From an optimization exercise on the open Yosys and OpenROAD flow, aimed at small area, a short achievable clock period and few clock cycles; shortcuts taken in it are not production practice.
Only simulation tests tie the RTL to the original design; equivalence was not proved.
No activity file was given, so power comes from the tool's default toggle rates.

==> flow/design.v <==
module stackmat_core (
    input  wire        clk,
    input  wire        rst,
    input  wire        cmd_valid,
    output wire        cmd_ready,
    input  wire [79:0] cmd,
    output wire        rsp_valid,
    output wire [7:0]  rsp_status,
    output wire        rsp_flag,
    output wire [63:0] rsp_val,
    output wire [7:0]  rsp_len,
    output wire        dat_valid,
    output wire [7:0]  dat_byte,
    output wire        tx_valid,
    output wire [3:0]  tx_len,
    output wire [71:0] tx_data,
    input  wire        tx_ack,
    input  wire        tx_err,
    input  wire [7:0]  tx_n
);
    localparam [7:0] OP_FMT   = 8'h01;
    localparam [7:0] OP_CONV  = 8'h02;
    localparam [7:0] OP_CSUM  = 8'h03;
    localparam [7:0] OP_MARK  = 8'h04;
    localparam [7:0] OP_ENC   = 8'h05;
    localparam [7:0] OP_RST   = 8'h10;
    localparam [7:0] OP_START = 8'h11;
    localparam [7:0] OP_STOP  = 8'h12;
    localparam [7:0] OP_TICK  = 8'h13;
    localparam [7:0] OP_ENCS  = 8'h14;
    localparam [7:0] OP_SEND  = 8'h20;
    localparam [7:0] OP_RXB   = 8'h21;
    localparam [7:0] OP_RXE   = 8'h22;
    localparam [7:0] OP_RD    = 8'h30;
    localparam [3:0] E_IDLE  = 4'd0;
    localparam [3:0] E_DIV   = 4'd1;
    localparam [3:0] E_WGO   = 4'd2;    
    localparam [3:0] E_PDIG  = 4'd3;    
    localparam [3:0] E_WRSP  = 4'd4;    
    localparam [3:0] E_SENDQ = 4'd5;    
    localparam [3:0] E_FPAD  = 4'd6;    
    localparam [3:0] E_FDIG  = 4'd7;    
    localparam [3:0] E_FST   = 4'd9;    
    localparam [3:0] E_STOPF = 4'd8;    
    localparam [2:0] J_TICK  = 3'd0;
    localparam [2:0] J_ENC   = 3'd1;
    localparam [2:0] J_ENCS  = 3'd2;
    localparam [2:0] J_RD3   = 3'd3;
    localparam [2:0] J_FLUSH = 3'd4;
    localparam [2:0] J_RD6   = 3'd5;
    localparam [2:0] D_TICK = 3'd0;
    localparam [2:0] D_STOP = 3'd1;
    localparam [2:0] D_CONV = 3'd2;
    localparam [2:0] D_ENC  = 3'd3;
    localparam [2:0] D_FMT  = 3'd4;
    localparam [1:0] P_DIV = 2'd0;
    localparam [1:0] P_ENC = 2'd1;
    localparam [1:0] P_REG = 2'd2;
    localparam V_V8    = 0;
    localparam V_START = 1;
    localparam V_FLD   = 2;
    localparam V_CONV  = 3;
    localparam V_TXOFF = 4;
    localparam V_NQ    = 5;
    function [7:0] marker;
        input [1:0] st;
        begin
            case (st)
                2'd0:    marker = 8'h00;
                2'd1:    marker = 8'h49;
                2'd2:    marker = 8'h20;
                default: marker = 8'h53;
            endcase
        end
    endfunction
    function hold_op;
        input [7:0] o;
        begin
            hold_op = (o == OP_FMT) || (o == OP_CONV) || (o == OP_ENC) ||
                      (o == OP_STOP) || (o == OP_TICK);
        end
    endfunction
    function [2:0] mod5_4;
        input [3:0] n;
        begin
            mod5_4 = {(n == 4'd4) | (n == 4'd9) | (n == 4'd14),
                      (n == 4'd2) | (n == 4'd3) | (n == 4'd7) | (n == 4'd8) | (n == 4'd12) | (n == 4'd13),
                      (n == 4'd1) | (n == 4'd3) | (n == 4'd6) | (n == 4'd8) | (n == 4'd11) | (n == 4'd13)};
        end
    endfunction
    function [2:0] add5;
        input [2:0] x;
        input [2:0] y;
        reg   [5:0] xy;
        begin
            xy   = {x, y};
            add5 = {(xy == 6'd4) | (xy == 6'd11) | (xy == 6'd18) | (xy == 6'd25) | (xy == 6'd32),
                    (xy == 6'd2) | (xy == 6'd3) | (xy == 6'd9) | (xy == 6'd10) | (xy == 6'd16) | (xy == 6'd17) | (xy == 6'd24) | (xy == 6'd28) | (xy == 6'd35) | (xy == 6'd36),
                    (xy == 6'd1) | (xy == 6'd3) | (xy == 6'd8) | (xy == 6'd10) | (xy == 6'd17) | (xy == 6'd20) | (xy == 6'd24) | (xy == 6'd27) | (xy == 6'd34) | (xy == 6'd36)};
        end
    endfunction
    function [3:0] crt10;
        input [2:0] r;
        input       p;
        reg   [3:0] rp;
        begin
            rp    = {r, p};
            crt10 = {(rp == 4'd6) | (rp == 4'd9),
                     (rp == 4'd1) | (rp == 4'd2) | (rp == 4'd5) | (rp == 4'd8),
                     (rp == 4'd2) | (rp == 4'd4) | (rp == 4'd5) | (rp == 4'd7),
                     (rp == 4'd1) | (rp == 4'd3) | (rp == 4'd5) | (rp == 4'd7) | (rp == 4'd9)};
        end
    endfunction
    function [3:0] mod10_8;
        input [7:0] v;
        begin
            mod10_8 = crt10(add5(mod5_4(v[7:4]), mod5_4(v[3:0])), v[0]);
        end
    endfunction
    function [7:0] dig60;
        input [5:0] v;
        reg   [2:0] t;
        begin
            t = (v >= 6'd50) ? 3'd5 : (v >= 6'd40) ? 3'd4 : (v >= 6'd30) ? 3'd3 :
                (v >= 6'd20) ? 3'd2 : (v >= 6'd10) ? 3'd1 : 3'd0;
            dig60 = {1'b0, t, crt10(add5({1'b0, v[5:4]}, mod5_4(v[3:0])), v[0])};
        end
    endfunction
    function [4:0] dstep10;
        input [3:0] r;
        input       d;
        reg         q;
        reg   [2:0] h;
        begin
            q = r[3] | (r[2] & (r[1] | r[0]));
            h = {r[3] & r[0], r[3] ? ~r[0] : (r[1] & r[0]), ~r[0]};
            dstep10 = {q, q ? h : r[2:0], d};
        end
    endfunction
    function [6:0] dstep60;
        input [5:0] r;
        input       d;
        reg         q;
        reg   [4:0] h;
        begin
            q = r[5] | (r[4] & r[3] & r[2] & r[1]);
            h = r[5] ? (r[4:0] + 5'd2) : {4'd0, r[0]};
            dstep60 = {q, q ? h : r[4:0], d};
        end
    endfunction
    reg [1:0]  state_q;
    reg [63:0] start_q;
    reg [7:0]  min_q;
    reg [5:0]  sec_q;       
    reg [11:0] ms_bcd;      
    reg [1:0]  pk_mk;       
    reg [23:0] pk_d;        
    reg [5:0]  pk_sum;      
    reg [9:0]  toh;         
    reg [63:0] cap_q;
    reg [3:0]  caplen_q;
    wire [3:0] txoff = {toh[8] | toh[9],
                        toh[4] | toh[5] | toh[6] | toh[7],
                        toh[2] | toh[3] | toh[6] | toh[7],
                        toh[1] | toh[3] | toh[5] | toh[7] | toh[9]};
    function [7:0] pktbyte;
        input [4:0] i;
        begin
            case (i)
                5'd0:    pktbyte = marker(pk_mk);
                5'd1:    pktbyte = {4'h3, pk_d[3:0]};
                5'd2:    pktbyte = {4'h3, pk_d[7:4]};
                5'd3:    pktbyte = {4'h3, pk_d[11:8]};
                5'd4:    pktbyte = {4'h3, pk_d[15:12]};
                5'd5:    pktbyte = {4'h3, pk_d[19:16]};
                5'd6:    pktbyte = {4'h3, pk_d[23:20]};
                5'd7:    pktbyte = {2'b01, pk_sum};
                5'd8:    pktbyte = 8'h0D;
                default: pktbyte = 8'h00;
            endcase
        end
    endfunction
    reg [79:0] cw;
    reg        cv;
    reg        pd_hold;
    reg        pd_ts;       
    reg        pd_tk;       
    reg        pd_fmt;      
    reg        pd_enc;      
    reg [2:0]  fpass;       
    reg [4:0]  fidx;        
    reg        f_last;      
    reg [4:0]  f_idx0;      
    reg        rdy_q;       
    reg [3:0]  es;
    reg [2:0]  jk;
    reg [2:0]  dk;
    reg [1:0]  pdsrc;
    reg [4:0]  cnt;         
    reg        dv_busy;     
    reg        dv_done;     
    reg        dv_pf;       
    reg        dv_sk;       
    reg        dv_first;    
    reg [3:0]  fd;          
    reg [3:0]  rA;          
    reg [3:0]  rB;          
    reg [3:0]  rC;          
    reg [5:0]  rD;          
    reg [7:0]  m_q;         
    reg [1:0]  p_status;
    reg        p_flag;
    reg [5:0]  p_vsel;
    reg [7:0]  v8_q;
    reg        o_strm;
    reg        o_src;       
    reg [7:0]  o_rem;
    reg [3:0]  o_idx;
    reg [3:0]  o_len;
    reg        o_flag;
    reg [2:0]  pq_cnt;
    reg        send_pend;
    reg        rsp_valid_q;
    reg [1:0]  rsp_status_q;
    reg        rsp_flag_q;
    reg [7:0]  rsp_len_q;
    reg [63:0] rv_q;
    reg        dat_valid_q;
    reg [7:0]  dat_byte_q;
    reg        tx_valid_q;
    reg        s_ld;        
    reg [71:0] sp_q;        
    reg [3:0]  tl_q;        
    reg        ack_q;
    reg        err_q;
    reg [7:0]  n_q;
    reg        sink_busy;
    reg        sink_err;
    wire [3:0] tx_off = ack_q ? (txoff + n_q[3:0]) : txoff;
    wire [9:0] tx_oh  = 10'd1 << tx_off;
    wire [7:0]  op = cw[79:72];
    wire [7:0]  b  = cw[71:64];
    wire [63:0] a  = cw[63:0];
    wire a_z_hi  = ~|a[63:48];
    wire a_z_mid = ~|a[47:32];
    wire a_z_lo  = ~|a[31:0];
    wire a_z     = a_z_hi & a_z_mid & a_z_lo;
    wire b_z     = ~|b;
    reg legal;
    always @(*) begin
        case (op)
            OP_FMT:   legal = 1'b1;
            OP_CONV,
            OP_START,
            OP_STOP,
            OP_TICK:  legal = b_z;
            OP_CSUM:  legal = b_z & a_z_hi;
            OP_MARK:  legal = ~|b[7:2] & a_z;
            OP_ENC:   legal = ~|b[7:2] & a_z_hi & a_z_mid;
            OP_RST,
            OP_ENCS,
            OP_SEND:  legal = b_z & a_z;
            OP_RXB,
            OP_RXE:   legal = a_z;
            OP_RD:    legal = ~|b[7:3] & a_z & (b[2:0] != 3'd7);
            default:  legal = 1'b0;
        endcase
    end
    wire is_ts  = (op == OP_TICK) || (op == OP_STOP);
    wire is_fmt = (op == OP_FMT);
    wire is_enc = (op == OP_ENC);
    wire [7:0] csum = a[47:40] + a[39:32] + a[31:24] + a[23:16] + a[15:8] + a[7:0]
                    + 8'd32;
    wire [64:0] ad_a = {1'b0, a};
    wire [64:0] ad_b = {pd_ts, {64{pd_ts}} & ~start_q};
    wire        ad_ci = pd_ts;
    reg  [64:0] ad_g, ad_p, ad_G, ad_P, ad_gn, ad_pn;
    integer     adi, adl;
    always @(*) begin
        ad_g = ad_a & ad_b;
        ad_p = ad_a ^ ad_b;
        ad_G = ad_g;
        ad_P = ad_p;
        ad_G[0] = ad_g[0] | (ad_p[0] & ad_ci);
        for (adl = 1; adl < 128; adl = adl * 2) begin
            ad_gn = ad_G;
            ad_pn = ad_P;
            for (adi = 0; adi < 65; adi = adi + 1)
                if ((adi / adl) % 2 == 1) begin
                    ad_gn[adi] = ad_G[adi] | (ad_P[adi] & ad_G[(adi / adl) * adl - 1]);
                    ad_pn[adi] = ad_P[adi] & ad_P[(adi / adl) * adl - 1];
                end
            ad_G = ad_gn;
            ad_P = ad_pn;
        end
    end
    wire [64:0] sub = ad_p ^ {ad_G[63:0], ad_ci};
    wire [63:0] s     = sub[63:0];
    wire        s_neg = sub[64];
    wire [35:0] sk_a = a[63:28];
    wire [35:0] sk_b = start_q[63:28];
    wire [35:0] sk_nb = ~sk_b;
    wire sk_b28  = (a[27:0] < start_q[27:0]);    
    wire sk_z0   = (sk_a == sk_b);
    wire sk_z1   = ((sk_a ^ sk_nb) == {(sk_a[34:0] | sk_nb[34:0]), 1'b0});
    wire sk_zz   = ~|sk_a;
    wire opt36   = pd_ts ? (sk_b28 ? sk_z1 : sk_z0) : sk_zz;
    wire [63:0] s_load = pd_enc ? {s[23:0], 32'd0, s[31:24]} : s;
    wire [4:0]  cnt_load = pd_enc ? 5'd6 : (opt36 ? 5'd7 : 5'd16);
    wire [3:0]  din = dv_sk ? a[27:24] : a[63:60];
    wire [4:0]  f_n    = (rsp_len_q > 8'd20) ? 5'd20 : rsp_len_q[4:0];
    wire [4:0]  f_have = {fpass, 1'b0} + {2'd0, fpass};
    wire [83:0] fstore = {fd, cw[79:64], rv_q};
    wire [3:0]  fnib   = fstore[4*fidx +: 4];
    reg [3:0]  st_a, st_b, st_c;
    reg [5:0]  st_d;
    reg [3:0]  st_q;
    reg [3:0]  st_qc;    
    reg [4:0]  st_xa, st_xb, st_xc;
    reg [6:0]  st_xd;
    integer    si;
    always @(*) begin
        st_a = dv_first ? 4'd0 : rA;
        st_b = dv_first ? 4'd0 : rB;
        st_c = dv_first ? 4'd0 : rC;
        st_d = dv_first ? 6'd0 : rD;
        st_q = 4'd0;
        for (si = 0; si < 4; si = si + 1) begin
            st_xa = dstep10(st_a, din[3-si]);
            st_a  = st_xa[3:0];
            st_xb = dstep10(st_b, st_xa[4]);
            st_b  = st_xb[3:0];
            st_xc = dstep10(st_c, st_xb[4]);
            st_c  = st_xc[3:0];
            st_qc[3-si] = st_xc[4];
            st_xd = dstep60(st_d, st_xc[4]);
            st_d  = st_xd[5:0];
            st_q[3-si] = st_xd[6];
        end
    end
    wire [11:0] msb_src = p_vsel[V_FLD] ? ms_bcd : {rA, rB, rC};
    wire [9:0]  ms_bin  = {msb_src[3:0], 6'd0} + {msb_src[3:0], 5'd0} + {msb_src[3:0], 2'd0}
                        + {msb_src[7:4], 3'd0} + {msb_src[7:4], 1'b0} + msb_src[11:8];
    reg [7:0] bm;
    reg [5:0] bs;
    always @(*) begin
        case (pdsrc)
            P_DIV:   begin bm = m_q;      bs = rD;    end
            P_ENC:   begin bm = a[31:24]; bs = rD;    end
            default: begin bm = min_q;    bs = sec_q; end
        endcase
    end
    wire [3:0]  dg_m1 = mod10_8(bm);
    wire [7:0]  dg_s6 = dig60(bs);
    wire [7:0]  dg_m  = {4'd0, dg_m1};
    wire [7:0]  dg_s  = (pdsrc == P_ENC) ? m_q : dg_s6;
    wire [11:0] dg_ms = (pdsrc == P_REG) ? ms_bcd : {rA, rB, rC};
    wire [23:0] new_d = {dg_ms, dg_s[3:0], dg_s[7:4], dg_m[3:0]};
    wire [5:0]  pk_dsum = {2'b00, pk_d[3:0]} + {2'b00, pk_d[7:4]} + {2'b00, pk_d[11:8]}
                        + {2'b00, pk_d[15:12]} + {2'b00, pk_d[19:16]} + {2'b00, pk_d[23:20]};
    wire out_idle = !o_strm && !send_pend && (pq_cnt == 3'd0);
    wire out_last = o_strm    ? ((o_rem == 8'd0) && !send_pend && (pq_cnt == 3'd0)) :
                    send_pend ? (!sink_busy && (pq_cnt == 3'd0)) :
                                (pq_cnt <= 3'd1);
    wire pq_pop   = !o_strm && !send_pend && (pq_cnt != 3'd0);
    wire [2:0] pq_inc = pq_cnt + 3'd1;
    wire [2:0] pq_dec = pq_cnt - 3'd1;
    assign cmd_ready  = rdy_q;
    wire   cw_ld      = !cv || ((es == E_IDLE) && !pd_hold);
    assign rsp_valid  = rsp_valid_q;
    assign rsp_status = {6'd0, rsp_status_q};
    assign rsp_flag   = rsp_flag_q;
    assign rsp_len    = rsp_len_q;
    assign rsp_val    = rv_q;
    wire [63:0] p_val = ({64{p_vsel[V_START]}} & start_q)
                      | ({64{p_vsel[V_FLD]}}   & {32'd0, min_q, 2'b00, sec_q, 6'd0, ms_bin})
                      | ({64{p_vsel[V_CONV]}}  & {32'd0, m_q, 2'b00, rD, 6'd0, ms_bin})
                      | {56'd0, ({8{p_vsel[V_V8]}}    & v8_q)
                              | ({8{p_vsel[V_TXOFF]}} & {4'd0, txoff})};
    assign dat_valid  = dat_valid_q;
    assign dat_byte   = dat_byte_q;
    assign tx_valid   = tx_valid_q;
    assign tx_len     = tl_q;
    wire [71:0] pkv = {8'h0D, 2'b01, pk_sum,
                       4'h3, pk_d[23:20], 4'h3, pk_d[19:16], 4'h3, pk_d[15:12],
                       4'h3, pk_d[11:8], 4'h3, pk_d[7:4], 4'h3, pk_d[3:0],
                       marker(pk_mk)};
    reg [71:0] txd;
    integer    ti, tk;
    always @(*) begin
        txd = 72'd0;
        for (ti = 0; ti < 9; ti = ti + 1)
            for (tk = 0; tk < 9; tk = tk + 1)
                if (ti + tk < 9)
                    txd[8*ti +: 8] = txd[8*ti +: 8] | ({8{tx_oh[tk]}} & pkv[8*(ti+tk) +: 8]);
    end
    assign tx_data = sp_q;
    reg push;
    reg kick;
    reg [3:0] es_n;
    reg       cv_n;
    reg       pdh_n;
    task null_rsp;
        begin
            if (pq_cnt == 3'd7) begin
                p_status <= 2'd0;
                p_flag   <= 1'b0;
                p_vsel   <= 6'd0;
                es_n       = E_WRSP;
            end else begin
                push = 1'b1;
            end
        end
    endtask
    task div_load;
        begin
            cw[63:0] <= s_load;
            cnt      <= cnt_load;
            dv_sk    <= opt36 & ~pd_enc;
            dv_first <= 1'b1;
            dv_busy  <= 1'b1;
        end
    endtask
    task div_finish;
        begin
            dv_done <= 1'b0;
            dv_pf   <= 1'b0;
            case (dk)
                D_TICK: begin
                    cv_n = 1'b0;
                    if (out_last) begin
                        go_pkt(2'd2, P_DIV);
                    end else begin
                        jk <= J_TICK;
                        es_n = E_WGO;
                    end
                end
                D_ENC: begin
                    if (out_last) begin
                        go_pkt(b[1:0], P_ENC);
                    end else begin
                        jk <= J_ENC;
                        es_n = E_WGO;
                    end
                end
                D_STOP: begin
                    cv_n = 1'b0;
                    es_n = E_STOPF;
                end
                D_FMT: es_n = E_FST;
                default: begin   
                    cv_n     = 1'b0;
                    p_status <= 2'd0;
                    p_flag   <= 1'b0;
                    p_vsel   <= 6'd1 << V_CONV;
                    es_n     = E_WRSP;
                end
            endcase
        end
    endtask
    task go_pkt;
        input [1:0] mk;
        input [1:0] src;
        begin
            o_strm <= 1'b1;
            o_idx  <= 4'd0;
            o_src  <= 1'b0;
            o_rem  <= 8'd8;
            o_len  <= 4'd9;
            o_flag <= 1'b0;
            pk_mk  <= mk;
            pdsrc  <= src;
            es_n     = E_PDIG;
        end
    endtask
    always @(posedge clk) begin
        push  = 1'b0;
        kick  = 1'b0;
        es_n  = es;
        cv_n  = cv;
        pdh_n = pd_hold;
        if (cw_ld) begin
            cw      <= cmd;
            pdh_n = hold_op(cmd[79:72]);
            pd_ts   <= (cmd[79:72] == OP_TICK) || (cmd[79:72] == OP_STOP);
            pd_tk   <= (cmd[79:72] == OP_TICK);
            pd_fmt  <= (cmd[79:72] == OP_FMT);
            pd_enc  <= (cmd[79:72] == OP_ENC);
        end
        rsp_valid_q <= 1'b0;
        dat_valid_q <= 1'b0;
        if (o_strm) begin
            dat_valid_q <= 1'b1;
            dat_byte_q  <= o_src ? cap_q[o_idx[2:0]*8 +: 8] : pktbyte({1'b0, o_idx});
            if (o_rem == 8'd0) begin
                rsp_valid_q  <= 1'b1;
                rsp_status_q <= 2'd0;
                rsp_flag_q   <= o_flag;
                rsp_len_q    <= {4'd0, o_len};
                rv_q         <= 64'd0;
                o_strm       <= 1'b0;
            end else begin
                o_rem <= o_rem - 8'd1;
                o_idx <= o_idx + 4'd1;
            end
        end else if (send_pend) begin
            if (!sink_busy) begin
                rsp_valid_q  <= 1'b1;
                rsp_status_q <= {1'b0, sink_err};
                rsp_flag_q   <= 1'b0;
                rsp_len_q    <= 8'd0;
                rv_q         <= {56'd0, sink_err ? n_q : 8'd0};
                send_pend    <= 1'b0;
            end
        end else if (pq_cnt != 3'd0) begin
            rsp_valid_q  <= 1'b1;
            rsp_status_q <= 2'd0;
            rsp_flag_q   <= 1'b0;
            rsp_len_q    <= 8'd0;
            rv_q         <= 64'd0;
        end
        pk_sum <= pk_dsum;
        ack_q <= tx_valid_q & tx_ack;
        err_q <= tx_err;
        if (sink_busy && !ack_q) n_q <= tx_n;
        if (tx_valid_q && tx_ack) tx_valid_q <= 1'b0;
        if (ack_q) begin
            if (err_q) begin
                sink_busy <= 1'b0;
                sink_err  <= 1'b1;
            end else if (n_q >= {4'd0, 4'd9 - txoff}) begin
                toh       <= 10'd1 << 9;
                sink_busy <= 1'b0;
                sink_err  <= 1'b0;
            end else begin
                toh        <= tx_oh;
                sp_q       <= txd;
                tl_q       <= 4'd9 - tx_off;
                tx_valid_q <= 1'b1;
            end
        end
        if (s_ld) begin
            sp_q       <= txd;
            tl_q       <= 4'd9 - tx_off;
            tx_valid_q <= 1'b1;
            s_ld       <= 1'b0;
        end
        case (es)
            E_IDLE: begin
                if (cv) begin
                    if (!legal) begin
                        p_status <= 2'd3;
                        p_flag   <= 1'b0;
                        p_vsel   <= 6'd0;
                        es_n       = E_WRSP;
                        if (pd_hold) cv_n = 1'b0;
                    end else begin
                        case (op)
                            OP_FMT: begin
                                if (out_idle) begin
                                    if (b_z) begin
                                        null_rsp;
                                        cv_n = 1'b0;
                                    end else begin
                                        rsp_status_q <= 2'd0;
                                        rsp_flag_q   <= 1'b0;
                                        rsp_len_q    <= b;
                                        fpass        <= 3'd0;
                                        div_load;
                                        dk           <= D_FMT;
                                        es_n         = E_DIV;
                                    end
                                end
                            end
                            OP_CONV, OP_TICK, OP_ENC: begin
                                if (dv_pf) begin
                                    if (dv_done) div_finish;
                                    else         es_n = E_DIV;
                                end else begin
                                    div_load;
                                    dk   <= (op == OP_CONV) ? D_CONV : (op == OP_TICK) ? D_TICK : D_ENC;
                                    es_n = E_DIV;
                                end
                            end
                            OP_STOP: begin
                                if (state_q == 2'd2) begin
                                    div_load;
                                    dk   <= D_STOP;
                                    es_n = E_DIV;
                                end else begin
                                    null_rsp;
                                    cv_n = 1'b0;
                                end
                            end
                            OP_CSUM: begin
                                v8_q     <= csum;
                                p_status <= 2'd0;
                                p_flag   <= 1'b0;
                                p_vsel   <= 6'd1 << V_V8;
                                es_n       = E_WRSP;
                            end
                            OP_MARK: begin
                                v8_q     <= marker(b[1:0]);
                                p_status <= 2'd0;
                                p_flag   <= 1'b0;
                                p_vsel   <= 6'd1 << V_V8;
                                es_n       = E_WRSP;
                            end
                            OP_RST: begin
                                state_q  <= 2'd1;
                                min_q    <= 8'd0;
                                sec_q    <= 6'd0;
                                ms_bcd   <= 12'd0;
                                p_status <= 2'd0;
                                p_flag   <= 1'b1;
                                p_vsel   <= 6'd0;
                                es_n       = E_WRSP;
                            end
                            OP_START: begin
                                if (state_q == 2'd1) begin
                                    start_q  <= a;
                                    state_q  <= 2'd2;
                                    p_status <= 2'd0;
                                    p_flag   <= 1'b1;
                                    p_vsel   <= 6'd0;
                                    es_n       = E_WRSP;
                                end else begin
                                    null_rsp;
                                end
                            end
                            OP_ENCS: begin
                                jk <= J_ENCS;
                                es_n = E_WGO;
                            end
                            OP_SEND: begin
                                if (!send_pend && (pq_cnt == 3'd0))
                                    kick = 1'b1;
                                else
                                    es_n = E_SENDQ;
                            end
                            OP_RXB: begin
                                if (b_z || (b == 8'h0D) || (caplen_q == 4'd8)) begin
                                    if (caplen_q == 4'd0) begin
                                        p_status <= 2'd0;
                                        p_flag   <= 1'b1;
                                        p_vsel   <= 6'd0;
                                        es_n       = E_WRSP;
                                    end else begin
                                        jk <= J_FLUSH;
                                        es_n = E_WGO;
                                    end
                                end else begin
                                    cap_q[caplen_q[2:0]*8 +: 8] <= b;
                                    caplen_q <= caplen_q + 4'd1;
                                    null_rsp;
                                end
                            end
                            OP_RXE: begin
                                v8_q     <= b;
                                p_status <= 2'd2;
                                p_flag   <= 1'b0;
                                p_vsel   <= 6'd1 << V_V8;
                                es_n       = E_WRSP;
                            end
                            default: begin   
                                p_status <= 2'd0;
                                p_flag   <= 1'b0;
                                case (b[2:0])
                                    3'd0: begin
                                        v8_q   <= {6'd0, state_q};
                                        p_vsel <= 6'd1 << V_V8;
                                        es_n     = E_WRSP;
                                    end
                                    3'd1: begin
                                        p_vsel <= 6'd1 << V_START;
                                        es_n     = E_WRSP;
                                    end
                                    3'd2: begin
                                        p_vsel <= 6'd1 << V_FLD;
                                        es_n     = E_WRSP;
                                    end
                                    3'd3: begin
                                        jk <= J_RD3;
                                        es_n = E_WGO;
                                    end
                                    3'd4: begin
                                        p_vsel <= 6'd1 << V_TXOFF;
                                        es_n     = E_WRSP;
                                    end
                                    3'd5: begin
                                        v8_q   <= {4'd0, caplen_q};
                                        p_vsel <= 6'd1 << V_V8;
                                        es_n     = E_WRSP;
                                    end
                                    default: begin
                                        if (caplen_q == 4'd0) begin
                                            null_rsp;
                                        end else begin
                                            jk <= J_RD6;
                                            es_n = E_WGO;
                                        end
                                    end
                                endcase
                            end
                        endcase
                    end
                end
            end
            E_DIV: begin
                if (dv_done || (dv_busy && (cnt == 5'd1))) div_finish;
            end
            E_WGO: begin
                if (out_last) begin
                    o_strm <= 1'b1;
                    o_idx  <= 4'd0;
                    case (jk)
                        J_FLUSH, J_RD6: begin
                            o_src    <= 1'b1;
                            o_rem    <= {4'd0, caplen_q} - 8'd1;
                            o_len    <= caplen_q;
                            o_flag   <= (jk == J_FLUSH);
                            if (jk == J_FLUSH) caplen_q <= 4'd0;
                            es_n       = E_IDLE;
                        end
                        J_TICK: go_pkt(2'd2, P_DIV);
                        J_ENC:  go_pkt(b[1:0], P_ENC);
                        J_ENCS: go_pkt(state_q, P_REG);
                        default: begin   
                            o_src  <= 1'b0;
                            o_rem  <= 8'd8;
                            o_len  <= 4'd9;
                            o_flag <= 1'b0;
                            es_n     = E_IDLE;
                        end
                    endcase
                end
            end
            E_PDIG: begin
                pk_d   <= new_d;
                if (pdsrc == P_ENC) cv_n = 1'b0;
                es_n = E_IDLE;
            end
            E_WRSP: begin
                if (out_idle) begin
                    rsp_valid_q  <= 1'b1;
                    rsp_status_q <= p_status;
                    rsp_flag_q   <= p_flag;
                    rsp_len_q    <= 8'd0;
                    rv_q         <= p_val;
                    es_n           = E_IDLE;
                end
            end
            E_SENDQ: begin
                if (!send_pend && (pq_cnt == 3'd0)) begin
                    kick = 1'b1;
                    es_n = E_IDLE;
                end
            end
            E_STOPF: begin
                min_q    <= m_q;
                sec_q    <= rD;
                ms_bcd   <= {rA, rB, rC};
                state_q  <= 2'd3;
                p_status <= 2'd0;
                p_flag   <= 1'b1;
                p_vsel   <= 6'd0;
                es_n       = E_WRSP;
            end
            E_FST: begin
                {fd, cw[79:64], rv_q} <= {rC, rB, rA, fstore[83:12]};
                fpass <= fpass + 3'd1;
                if (f_last) begin
                    fidx <= f_idx0;
                    if (rsp_len_q > 8'd20) begin
                        o_rem <= rsp_len_q - 8'd20;
                        es_n  = E_FPAD;
                    end else begin
                        es_n = E_FDIG;
                    end
                end else begin
                    div_load;
                    es_n = E_DIV;
                end
            end
            E_FPAD: begin
                dat_valid_q <= 1'b1;
                dat_byte_q  <= 8'h30;
                o_rem       <= o_rem - 8'd1;
                if (o_rem == 8'd1) es_n = E_FDIG;
            end
            E_FDIG: begin
                dat_valid_q <= 1'b1;
                dat_byte_q  <= {4'h3, fnib};
                fidx        <= fidx - 5'd1;
                if (fidx == 5'd21 - f_have) begin
                    rsp_valid_q <= 1'b1;
                    rv_q        <= 64'd0;
                    cv_n        = 1'b0;
                    es_n        = E_IDLE;
                end
            end
            default: es_n = E_IDLE;
        endcase
        f_last <= (f_have + 5'd3 >= f_n);
        f_idx0 <= f_n + 5'd17 - f_have;
        if (dv_busy) begin
            cw[63:0] <= dv_sk ? {a[23:0], 36'd0, st_qc} : {a[59:0], st_qc};
            dv_sk    <= 1'b0;
            dv_first <= 1'b0;
            rA       <= st_a;
            rB       <= st_b;
            rC       <= st_c;
            rD       <= st_d;
            if (dk != D_ENC) m_q <= {m_q[3:0], st_q};
            cnt      <= cnt - 5'd1;
            if ((dk == D_ENC) && (cnt == 5'd5)) begin
                m_q      <= {st_b, st_a};
                dv_first <= 1'b1;
            end
            if (cnt == 5'd1) begin
                dv_busy <= 1'b0;
                if (es != E_DIV) dv_done <= 1'b1;
            end
        end else if (cv && pd_tk && b_z && !dv_done &&
                     (((es == E_WGO) && (jk != J_TICK) && (jk != J_ENC)) ||
                      ((es == E_WRSP) && !p_vsel[V_CONV]) ||
                      (es == E_SENDQ))) begin
            div_load;
            dk    <= D_TICK;
            dv_pf <= 1'b1;
        end
        if (cw_ld) cv_n = cmd_valid;
        if (kick) begin
            toh        <= 10'd1;
            s_ld       <= 1'b1;
            sink_busy  <= 1'b1;
            send_pend  <= 1'b1;
        end
        if (push && !pq_pop)      pq_cnt <= pq_inc;
        else if (!push && pq_pop) pq_cnt <= pq_dec;
        if (rst) begin
            cv_n          = 1'b0;
            dv_busy     <= 1'b0;
            dv_done     <= 1'b0;
            dv_pf       <= 1'b0;
            es_n          = E_IDLE;
            o_strm      <= 1'b0;
            pq_cnt      <= 3'd0;
            send_pend   <= 1'b0;
            rsp_valid_q <= 1'b0;
            dat_valid_q <= 1'b0;
            tx_valid_q  <= 1'b0;
            s_ld        <= 1'b0;
            ack_q       <= 1'b0;
            sink_busy   <= 1'b0;
            state_q     <= 2'd1;
            start_q     <= 64'd0;
            min_q       <= 8'd0;
            sec_q       <= 6'd0;
            ms_bcd      <= 12'd0;
            pk_mk       <= 2'd1;
            pk_d        <= 24'd0;
            pk_sum      <= 6'd0;
            toh         <= 10'd1;
            caplen_q    <= 4'd0;
        end
        es      <= es_n;
        cv      <= cv_n;
        pd_hold <= pdh_n;
        rdy_q   <= !cv_n || ((es_n == E_IDLE) && !pdh_n);
    end
endmodule
==> flow/run.sh <==
#!/bin/bash
# synth_recipe.tcl (not shown) runs the flow's synth.tcl, then flattens the netlist and writes it again
# the make line also repeats each setting of config.mk as NAME=value (left out here)
make -C /OpenROAD-flow-scripts/flow DESIGN_CONFIG=/design/flow/config.mk WORK_HOME=/design/flow/orfs CLKGATE_MAP_FILE= SYNTH_SCRIPT=/design/flow/synth_recipe.tcl finish
==> flow/config.mk <==
export PLATFORM = sky130hd
export DESIGN_NAME = stackmat_core
export DESIGN_NICKNAME = stackmat_core
export VERILOG_FILES = /design/flow/design.v
export SDC_FILE = /design/flow/constraint.sdc
export NUM_CORES = 4
export LEC_CHECK = 0
export CAP_MARGIN = 20
export CORE_MARGIN = 2
export CORE_UTILIZATION = 50
export CTS_CLUSTER_DIAMETER = 80
export CTS_CLUSTER_SIZE = 18
export SLEW_MARGIN = 20
==> flow/constraint.sdc <==
create_clock -name core_clock -period 17.0 [get_ports {clk}]
set_input_delay 3.4000 -clock core_clock [delete_from_list [all_inputs] [get_ports {clk}]]
set_output_delay 3.4000 -clock core_clock [all_outputs]
set_load 0.01 [all_outputs]
==> summary.md, run 1 <==
| Metric | Value |
|---|---|
| Status | complete, no violations |
| Max-cap violations | 0 |
| Core area | 74100 um2 |
| Crit path max fanout | 4 |
| Std-Cell Rows | 100 |
| Crit path buf inv count | 1 |
| Clock buffer depth | 3 |
| Worst path max stage delay | 630 ps |
| Clock transition at path regs | 80 ps |
| Layout cells sized above 1 | 0.0591 |
| Final Max Tran Viols | 0 |
| Worst IR drop on VDD | 0.0786 mV |
| Slew headroom | 0.159 |
| Area of the multi-input gates | 21900 um2 |
| Overall routed net length | 147000 um |
| CTS H-tree depth | 2 |
| HP Class | flop to flop |
| Actual slew at the worst max-slew pin | 1260 ps |
| Nets | 4729 |
| Worst path cell trace | clkdlybuf4s50_1 |
| Period minus WS final | 5280 ps |
| Via density per instance | 6.47 |
| Number of synthesized flops with an enable pin | 231 |
| # IOs | 262 |
| DRT Pass-1 Iters | 10 |
| Leakage | 16.6 nW |
| Setup violations, final | 0 |
| Distinct cells, synth | 96 |
| Worst r2r src | cw[71] |
| Total CTS buffers | 42 |
| DP Worst Slack | 11190 ps |
| TNS Setup | 0 ps |
| Hold_buf cts | 0 |
| Placed cell areas | 40400 um2 |
| Commonest non-fill, non-tap cells in the layout | nand2_1 (568), nor2_1 (379), dfxtp_1 (318), a21oi_1 (309), inv_1 (253) |
| Clock Skews | 44.8 ps |
| Seq cells post-synth | 551 |
| Synth warn | 1 |
| # DRC | 0 |
| Hold depth | 0 |
| Number of global-route vias before repair | 32400 |
| Root cell of the clock tree | clkbuf_16 |
| Chip height | 277 um |
| Post-route insts no fill | 5371 |
| Synth-to-layout area growth | 12.0% |
| Via count | 34700 |
| PwrDens | 85.8 nW/um2 |
| Initial antenna violation count | 4 |
| Crit start category | flop |
| Crit path max-delay family | buffers and inverters |
| RSZ-0062 raised after global routing | false |
| Drt wl/cell | 27.3 um |
| Fraction of registers with async set/reset | 0 |
| Antenna viol nets, final | 0 |
| Number of port buffers | 242 |
| Later-pin clock latency in the skew report | 630 ps |
| Fillers | 6891 |
| CTS tree | built |
| Die ar. | 76800 um2 |
| CP arrival | 1880 ps |
| Crit Path Class | flop to output pin |
| GPL Wtd Cong | 1.01 |
| Worst path slowest cell | clkdlybuf4s50_1 |
| Dpl cells | 5294 |
| Clk sink count | 551 |
| Post-route setup slack | 11720 ps |
| Primary FF master, synth | dfxtp_1 |
| Total grt overflow | 0 |
| Leading cell type in the layout, fill and taps excluded | nand2_1 |
| Fin area | 41800 um2 |
| Worst hold endpoint | sink_err |
| Die Wd | 277 um |
| Setup bufs post-CTS | 0 |
| Mean area per synthesized cell | 8.71 um2 |
| Worst path required time | 13600 ps |
| Worst hold path startpoint | err_q |
| CP endpoint kind | output pin |
| Fin crit share | 0.310 |
| Sequential share of the synthesized area | 0.358 |
| Largest net degree at the start of global routing | 80 |
| Register cell area after layout | 13300 um2 |
| N_diodes | 0 |
| DRT iter0 DRCs | 4162 |
| First-pass GRT wire length | 216000 um |
| Max Freq | 0.189 GHz |
| GRT Util Overall | 0.372 |
| Final hold vios | 0 |
| Starting Density | 0.503 |
| Synth Cell Area | 37300 um2 |
| Cells after synthesis | 4282 |
| Post-DP HPWL | 110000 um |
| Cts repair resizes | 0 |
| RR Endpoint | cw[26] |
| Reg2Reg Depth | 13 |
| Reg2reg setup slack | 11860 ps |
[per-layer routing]
layer / GRT usage / routed length (um)
met3: 0.0574 / 13000
met5: 0 / 27
met4: 0.216 / 10000
met1: 0.486 / 57700
met2: 0.588 / 65800
[logic make-up (layout without fill, tap and decap cells)]
| family | count (synthesis) | after routing | share of synthesized area |
|---|---|---|---|
| adder cells (fa/ha/maj) | 268 | 268 | 0.102 |
| flip-flops | 551 | 551 | 0.358 |
| AND/OR/NAND/NOR | 1422 | 1422 | 0.173 |
| multiplexers | 153 | 153 | 0.0548 |
| XOR/XNOR | 172 | 172 | 0.0404 |
| AO/OA/AOI/OAI | 1167 | 1167 | 0.213 |
| other | 1 | 19 | 0.000101 |
| buffers and inverters | 548 | 650 | 0.0590 |
[worst register-to-register path, stage by stage (launching register included)]
cell	delay, ps
edfxtp_1	950
nor4_1	150
o2111a_1	180
mux2_2	260
a31o_2	260
a22oi_2	730
nor4_4	120
or2_1	270
buf_4	310
nor2_1	870
inv_2	500
a21oi_1	280
a21oi_1	60
o21ai_1	120
[cell type report]
class / count / share of cell area
Multi-Input combinational cell: 3201 / 0.524
Inverter: 261 / 0.0235
Tap cell: 969 / 0.0290
Clock buffer: 61 / 0.0296
Clock inverter: 15 / 0.00372
Timing Repair Buffer: 313 / 0.0707
Sequential cell: 551 / 0.320
[stage by stage]
step | hold WS [ps] | power, mW | util
5_1_grt | 519 | 3.72 | 0.564
6_report | 490 | 3.58 | 0.564
3_3_place_gp | 472 | 2.51 | 0.545
2_1_floorplan | 423 | 2.14 | -
4_1_cts | 492 | 3.56 | 0.564
3_5_place_dp | 462 | 2.51 | 0.545
[flip-flops by register name, summed over array words and instances (netlist names), 9 cells and up]
signal and flops:
ms_bcd 12, start_q 64, cw 80, cap_q 64
pk_d 24, rv_q 64, tx_data 56, toh 9
[cell usage after synthesis, types with 17 or more instances]
library cell | count | area share
o22ai_1 | 24 | 0.0040
buf_1 | 18 | 0.0018
dfxtp_1 | 320 | 0.17
nand2b_1 | 37 | 0.0062
a211oi_1 | 38 | 0.0077
xor2_1 | 91 | 0.021
o21ai_1 | 19 | 0.0026
a311oi_1 | 20 | 0.0047
nor3_1 | 75 | 0.010
mux2i_1 | 85 | 0.023
inv_1 | 254 | 0.026
o211ai_1 | 42 | 0.0085
clkbuf_1 | 226 | 0.023
o21a_1 | 26 | 0.0052
and3_1 | 26 | 0.0044
nand3_1 | 115 | 0.015
a221o_1 | 38 | 0.010
xnor2_1 | 81 | 0.019
nor4_1 | 42 | 0.0070
edfxtp_1 | 231 | 0.19
and2_1 | 27 | 0.0045
ha_1 | 206 | 0.069
mux4_2 | 38 | 0.023
nand3b_1 | 17 | 0.0034
a21oi_1 | 309 | 0.041
a222oi_1 | 71 | 0.019
nor2b_1 | 31 | 0.0052
nand4_1 | 36 | 0.0060
a221oi_1 | 29 | 0.0068
nand2_1 | 568 | 0.057
a22oi_1 | 82 | 0.017
o21ai_0 | 199 | 0.027
a22o_1 | 70 | 0.016
mux2_2 | 30 | 0.0091
nor2_1 | 382 | 0.038
buf_4 | 28 | 0.0056
a31oi_1 | 34 | 0.0057
fa_1 | 60 | 0.032
a21o_1 | 52 | 0.010
[where the power goes]
part | switching [mW] | internal [mW] | leakage, nW
combinational | 0.590 | 0.381 | 11.2
clock | 0.548 | 0.524 | 0.682
sequential | 0.108 | 1.43 | 4.72
[worst max path at each step]
stage,depth (start not counted),end,start
global placement,6,rdy_q,cmd[78]
global route,12,cw[30],cw[76]
detailed placement,6,rdy_q,cmd[78]
finish,1,rsp_val[23],rv_q[23]
floorplan,7,cap_q[0],cw[68]
CTS,1,rsp_val[23],rv_q[23]
Testbench counts, summed over its fixed seeds: cycles 13,079.
==> run 2: changes to the inputs <==
--- a/flow/config.mk
+++ b/flow/config.mk
@@ -7,7 +7,7 @@
 export LEC_CHECK = 0
 export CAP_MARGIN = 20
 export CORE_MARGIN = 2
-export CORE_UTILIZATION = 50
+export CORE_UTILIZATION = 45
 export CTS_CLUSTER_DIAMETER = 80
 export CTS_CLUSTER_SIZE = 18
 export SLEW_MARGIN = 20
==> summary.md, run 2 <==
| Metric | Value |
|---|---|
| Commonest non-fill, non-tap cells in the layout | nand2_1 (568), nor2_1 (378), dfxtp_1 (318), a21oi_1 (309), inv_1 (253) |
| Die ar. | 85200 um2 (+11%) |
| Starting Density | 0.454 (-0.0493) |
| RSZ-0062 raised after global routing | false |
| Worst path slowest cell | o2111ai_1 |
| Clock transition at path regs | 90 ps (about the same) |
| Crit path max-delay family | compound AO/OA/AOI/OAI gates |
| Slew headroom | 0.191 (+0.0315) |
| Crit path buf inv count | 3 (+2) |
| Max-cap violations | 0 (unchanged) |
| First-pass GRT wire length | 216000 um (about the same) |
| Synth warn | 1 (unchanged) |
| Leakage | 16.6 nW (-0.16%) |
| Chip height | 292 um (+5.3%) |
| N_diodes | 0 (unchanged) |
| Count leader, synth | nand2_1 |
| Cells after synthesis | 4282 (unchanged) |
| Fraction of registers with async set/reset | 0 (unchanged) |
| Initial antenna violation count | 1 (-3) |
| TNS Setup | 0 ps (unchanged) |
| Number of port buffers | 242 (unchanged) |
| Share of the synthesized area in the top cell type | 0.186 (unchanged) |
| Fillers | 7845 (+14%) |
| Period minus WS final | 5430 ps (+150 ps) |
| Actual slew at the worst max-slew pin | 1210 ps (-51.7 ps) |
| Status | complete, no violations |
| Sequential share of the synthesized area | 0.358 (unchanged) |
| CTS H-tree depth | 2 (unchanged) |
| Reg2Reg Depth | 17 (+4) |
| # DRC | 0 (unchanged) |
| Number of global-route vias before repair | 32600 (+0.78%) |
| Distinct cells, synth | 96 (unchanged) |
| Worst path max stage delay | 810 ps (+180 ps) |
| Worst path cell trace | inv_2 -> buf_4 -> nor2_1 -> fa_1 -> inv_1 -> fa_1 -> nor2b_1 -> o211ai_1 -> a311oi_1 -> o2111ai_1 -> a21oi_1 -> or3_1 -> a21o_1 -> a21oi_1 -> xnor2_1 -> mux2i_1 -> a221oi_1 |
| Worst hold slack | 497 ps (+7.10 ps) |
| Post-DP HPWL | 110000 um (about the same) |
| Std-Cell Rows | 105 (+5.0%) |
| Biggest area consumer among synthesized cells | edfxtp_1 |
| Total CTS buffers | 43 (+2.4%) |
| CTS tree | built |
| Synth area leaders | edfxtp_1 (19%), dfxtp_1 (17%), ha_1 (6.9%), nand2_1 (5.7%), a21oi_1 (4.1%) |
| Worst IR drop on VDD | 0.0651 mV (-17%) |
| Hold depth | 2 (+2) |
| Setup violations, final | 0 (unchanged) |
| Clock buffer depth | 3 (unchanged) |
| Root cell of the clock tree | clkbuf_16 |
| Final hold vios | 0 (unchanged) |
| # IOs | 262 (unchanged) |
| DRT iter0 DRCs | 4754 (+14%) |
| Post-synth top cells | nand2_1 (568), nor2_1 (382), dfxtp_1 (320), a21oi_1 (309), inv_1 (254) |
| GPL Wtd Cong | 1.05 (+4.3%) |
| DRT Pass-1 Iters | 10 (unchanged) |
| Crit path max fanout | 63 (+59) |
| Number of synthesized flops with an enable pin | 231 (unchanged) |
| Die Wd | 292 um (+5.3%) |
| HP Class | flop to flop |
| Synth-to-layout area growth | 12.2% |
| Cts repair resizes | 0 (unchanged) |
| Clock Skews | 32.1 ps (-12.7 ps) |
| GRT Util Overall | 0.336 (-0.0365) |
| Via count | 34900 (+0.53%) |
| Mean area per synthesized cell | 8.71 um2 (unchanged) |
| Drt wl/cell | 27.0 um (-0.94%) |
| Max Freq | 0.184 GHz (-2.8%) |
| Overall routed net length | 148000 um (+0.83%) |
| Via density per instance | 6.39 (-1.2%) |
| Total grt overflow | 0 (unchanged) |
| Hold_buf cts | 0 (unchanged) |
| Later-pin clock latency in the skew report | 620 ps (about the same) |
| Fin crit share | 0.319 (+0.00880) |
| Biggest register | cw |
| Number of flip-flops in the largest register | 80 (unchanged) |
| Worst path required time | 17530 ps (+3930 ps) |
| CP arrival | 5960 ps (+4080 ps) |
| Core area | 82100 um2 (+11%) |
| Seq cells post-synth | 551 (unchanged) |
| Clk sink count | 551 (unchanged) |
| CP Depth | 17 (+16) |
| Primary FF master, synth | dfxtp_1 |
| Leading cell type in the layout, fill and taps excluded | nand2_1 |
| Largest net degree at the start of global routing | 88 (+10%) |
| Crit Path Class | flop to flop |
| PwrDens | 85.7 nW/um2 (about the same) |
| Setup bufs post-CTS | 0 (unchanged) |
| Layout cells sized above 1 | 0.0580 (-0.00107) |
| Crit start category | flop |
| Nets | 4722 (-0.15%) |
| Antenna viol nets, final | 0 (unchanged) |
| CP endpoint kind | flop |
| Synth Cell Area | 37300 um2 (unchanged) |
| Final Max Tran Viols | 0 (unchanged) |
==> run 2: area by class of cell <==
| class | count | area [um2] | share of cell area |
|---|---|---|---|
| Clock inverter | 19 | 193 | 0.00460 |
| Tap cell | 1070 | 1340 | 0.0320 |
| Clock buffer | 60 | 1220 | 0.0292 |
| Sequential cell | 551 | 13300 | 0.319 |
| Inverter | 261 | 980 | 0.0234 |
| Multi-Input combinational cell | 3201 | 21900 | 0.523 |
| Timing Repair Buffer | 305 | 2890 | 0.0691 |
==> run 2: power breakdown <==
part / total (mW) / switching, mW / internal, mW
clock network: 1.09 / 0.556 / 0.530
logic: 0.939 / 0.562 / 0.377
registers: 1.56 / 0.131 / 1.43
total: 3.59 / 1.25 / 2.34
==> run 2: per-stage QoR <==
step / std cells / utilization / setup WS, ps / instance area [um2] / power, mW
floorplan: 4300 / - / 11780 / 37400 / 2.14
global placement: 5388 / 0.492 / 11370 / 40400 / 2.49
detailed placement: 5388 / 0.492 / 11340 / 40400 / 2.50
CTS: 5467 / 0.510 / 11750 / 41800 / 3.57
global route: 5467 / 0.510 / 11390 / 41900 / 3.73
finish: 5467 / 0.510 / 11570 / 41900 / 3.59
==> run 2: worst register-to-register path: stages (launching register included) <==
cell	delay, ps
edfxtp_1	640
inv_2	110
buf_4	600
nor2_1	190
fa_1	400
inv_1	90
fa_1	220
nor2b_1	70
o211ai_1	270
a311oi_1	210
o2111ai_1	810
a21oi_1	210
or3_1	480
a21o_1	240
a21oi_1	220
xnor2_1	170
mux2i_1	100
a221oi_1	310
==> run 2: routing by layer <==
metal | global-route usage | vias up | part of all wire
met4 | 0.187 | 2 | 0.067
met5 | 0 | - | 0.000081
met1 | 0.443 | 16700 | 0.39
met3 | 0.0561 | 401 | 0.096
met2 | 0.525 | 2018 | 0.44
li1 | - | 15800 | -
==> run 2: final timing paths <==
| kind | slack (ps) | endpoint | startpoint |
|---|---|---|---|
| worst max-delay path | 11570 | cw[53] | pd_ts |
| worst min-delay path | 500 | start_q[56] | cw[56] |
| worst max register to register | 11570 | cw[53] | pd_ts |
| worst min register to register | 500 | start_q[56] | cw[56] |
==> run 2: cells by family (layout without fill, tap and decap cells) <==
logic type | after synthesis | count (layout) | synth area share
XOR/XNOR | 172 | 172 | 0.0404
flip-flops | 551 | 551 | 0.358
other | 1 | 19 | 0.000101
AO/OA/AOI/OAI | 1167 | 1167 | 0.213
AND/OR/NAND/NOR | 1422 | 1422 | 0.173
multiplexers | 153 | 153 | 0.0548
adder cells (fa/ha/maj) | 268 | 268 | 0.102
buffers and inverters | 548 | 645 | 0.0590
==> run 3: changes to the inputs <==
--- a/flow/config.mk
+++ b/flow/config.mk
@@ -7,7 +7,7 @@
 export LEC_CHECK = 0
 export CAP_MARGIN = 20
 export CORE_MARGIN = 2
-export CORE_UTILIZATION = 45
-export CTS_CLUSTER_DIAMETER = 80
-export CTS_CLUSTER_SIZE = 18
+export CORE_UTILIZATION = 50
+export CTS_CLUSTER_DIAMETER = 100
+export CTS_CLUSTER_SIZE = 22
 export SLEW_MARGIN = 20
==> summary.md, run 3 <==
| Metric | Value |
|---|---|
| Number of port buffers | 242 (unchanged) |
| Max Freq | 0.191 GHz (+3.7%) |
| Seq cells post-synth | 551 (unchanged) |
| Final Total Pwr | 3.43 mW (-4.4%) |
| Crit start category | flop |
| # IOs | 262 (unchanged) |
| Clock transition at path regs | 90 ps (about the same) |
| Fillers | 6935 (-12%) |
| Leakage | 16.4 nW (-0.84%) |
| Number of synthesized flops with an enable pin | 231 (unchanged) |
| Number of global-route vias before repair | 32200 (-1.3%) |
| Synth area leaders | edfxtp_1 (19%), dfxtp_1 (17%), ha_1 (6.9%), nand2_1 (5.7%), a21oi_1 (4.1%) |
| Worst path slowest cell | clkdlybuf4s50_1 |
| Worst path max stage delay | 630 ps (-180 ps) |
| Clock buffer depth | 3 (unchanged) |
| Core area | 74100 um2 (-9.8%) |
| Final Max Tran Viols | 0 (unchanged) |
| Total CTS buffers | 34 (-21%) |
| Period minus WS final | 5240 ps (-192 ps) |
| Nets | 4721 (-0.021%) |
| CP endpoint kind | output pin |
| Via density per instance | 6.47 (+1.3%) |
| Clk sink count | 551 (unchanged) |
| Setup bufs post-CTS | 0 (unchanged) |
| Root cell of the clock tree | clkbuf_16 |
| Commonest non-fill, non-tap cells in the layout | nand2_1 (568), nor2_1 (379), dfxtp_1 (318), a21oi_1 (309), inv_1 (253) |
| Worst path cell trace | clkdlybuf4s50_1 |
| PwrDens | 82.7 nW/um2 (-3.4%) |
| Fin crit share | 0.308 (-0.0113) |
| Number of flip-flops in the largest register | 80 (unchanged) |
| Chip height | 277 um (-5.1%) |
| Std-Cell Rows | 100 (-4.8%) |
| Die ar. | 76800 um2 (-9.9%) |
| Setup violations, final | 0 (unchanged) |
| Post-synth top cells | nand2_1 (568), nor2_1 (382), dfxtp_1 (320), a21oi_1 (309), inv_1 (254) |
| Overall routed net length | 146000 um (-0.95%) |
| Final hold vios | 0 (unchanged) |
| Antenna viol nets, final | 0 (unchanged) |
| CTS tree | built |
| First-pass GRT wire length | 215000 um (-0.38%) |
| Synth Cell Area | 37300 um2 (unchanged) |
| DRT Pass-1 Iters | 10 (unchanged) |
| Crit Path Class | flop to output pin |
| Synth warn | 1 (unchanged) |
| Drt wl/cell | 27.3 um (+1.1%) |
| DRT iter0 DRCs | 4299 (-9.6%) |
| Layout cells sized above 1 | 0.0552 (-0.00283) |
| Post-route insts no fill | 5357 (-2.0%) |
| Biggest area consumer among synthesized cells | edfxtp_1 |
| RSZ-0062 raised after global routing | false |
| Mean area per synthesized cell | 8.71 um2 (unchanged) |
| Setup crit start | rv_q[23] |
| Post-DP HPWL | 110000 um (about the same) |
| Die Wd | 277 um (-5.1%) |
| Actual slew at the worst max-slew pin | 1240 ps (+27.0 ps) |
| Clock Skews | 44.3 ps (+12.2 ps) |
| GRT Util Overall | 0.372 (+0.0361) |
| TNS Setup | 0 ps (unchanged) |
| CTS H-tree depth | 2 (unchanged) |
| Initial antenna violation count | 3 (+2) |
| # DRC | 0 (unchanged) |
| GPL Wtd Cong | 1.01 (-4.2%) |
| Post-layout util | 0.559 (+0.0497) |
| Distinct cells, synth | 96 (unchanged) |
| Crit path max fanout | 4 (-94%) |
| Largest net degree at the start of global routing | 80 (-9.1%) |
| Primary FF master, synth | dfxtp_1 |
| Share of the synthesized area in the top cell type | 0.186 (unchanged) |
| HP Class | flop to flop |
| CP arrival | 1840 ps (-4120 ps) |
| Leading cell type in the layout, fill and taps excluded | nand2_1 |
| Via count | 34600 (-0.77%) |
| Synth-to-layout area growth | 11.1% |
| Starting Density | 0.503 (+0.0493) |
| Worst path required time | 13600 ps (-3930 ps) |
| Cts repair resizes | 0 (unchanged) |
| Hold_buf cts | 0 (unchanged) |
| Fraction of registers with async set/reset | 0 (unchanged) |
| Worst hold path startpoint | err_q |
| Cells after synthesis | 4282 (unchanged) |
| Later-pin clock latency in the skew report | 630 ps (about the same) |
| Total grt overflow | 0 (unchanged) |
| Dpl cells | 5294 (-1.7%) |
| Max-cap violations | 0 (unchanged) |
| Worst r2r src | cw[76] |
| Status | complete, no violations |
| Biggest register | cw |
| Worst IR drop on VDD | 0.0686 mV (+5.3%) |
| Crit path buf inv count | 1 (-2) |
| Count leader, synth | nand2_1 |
| Crit path max-delay family | buffers and inverters |
| Slew headroom | 0.176 (-0.0150) |
| Sequential share of the synthesized area | 0.358 (unchanged) |
[run 3: final cells by class]
type | instances | area [um2] | share of cell area
inverters | 261 | 980 | 0.0236
repair buffers | 313 | 2950 | 0.0712
flip-flops and latches | 551 | 13300 | 0.322
multi-input cells | 3201 | 21900 | 0.528
clock buffers | 50 | 932 | 0.0225
diodes | 1 | 2.50 | 0.0000604
clock inverters | 11 | 140 | 0.00338
well taps | 969 | 1210 | 0.0293
[run 3: stage by stage]
stage                     setup slack, ps  instance area, um2  hold slack, ps
final                               11760               41400             494
after global routing                11670               41400             525
after CTS                           11770               41400             496
after detailed placement            11190               40400             462
after global placement              11200               40400             472
after floorplan                     11780               37400             423
[run 3: path summary, 6_finish.rpt]
check                     end  slack (ps)  depth (start not counted)
setup / recovery  rsp_val[23]       11760                          1
hold / removal       sink_err         490                          0
setup reg to reg       cw[29]       11850                         12
hold reg to reg      sink_err         490                          0
[run 3: routing by layer]
layer | share of wire | vias up | wire length, um | global-route usage
met3 | 0.085 | 429 | 12500 | 0.0511
li1 | - | 15800 | - | -
met5 | 0.000089 | - | 13 | 0
met2 | 0.45 | 1860 | 65400 | 0.587
met4 | 0.069 | 2 | 10100 | 0.212
met1 | 0.40 | 16600 | 58400 | 0.491
[run 3: report_power, final]
group / total [mW] / internal [mW] / switching [mW]
clock network: 0.921 / 0.402 / 0.519
registers: 1.54 / 1.43 / 0.108
logic: 0.969 / 0.381 / 0.588
total: 3.43 / 2.21 / 1.22
[run 3: cell families (layout without fill, tap and decap cells)]
logic type      count (synthesis)  after routing  synth area share
fa+ha+maj                     268            268             0.102
buf+inv                       548            635            0.0590
mux                           153            153            0.0548
simple gates                 1422           1422             0.173
xor+xnor                      172            172            0.0404
flops                         551            551             0.358
compound gates               1167           1167             0.213
other cells                     1             20          0.000101

static timing again, ports no longer ideal:
No port has a modelled driver above. Below, the same layouts with a new extraction and two added sets of constraints. Step 1 sets driving cells, clkbuf_16 on the clock port and buf_2 on the other inputs (assumed; they add their load-dependent delay and slew). Step 2 also shifts input and output timing later by t, the mid clock arrival at the registers, as if the neighbouring blocks saw the same clock. Three values: ideal ports, drivers, drivers and shift; two values: the first two.
run | shift t [ns] | setup slack, ns | worst setup path after step 2
run 1 | 0.674 | 11.722 / 11.654 / 11.269 | input to register
run 2 | 0.682 | 11.572 / 11.572 / 11.217 | input to register
run 3 | 0.672 | 11.764 / 11.695 / 11.246 | input to register
After both steps every run listed still meets setup and hold. For run 3, which loses most, drivers alone change the setup slack by -0.069 ns; drivers and shift together by -0.518 ns.
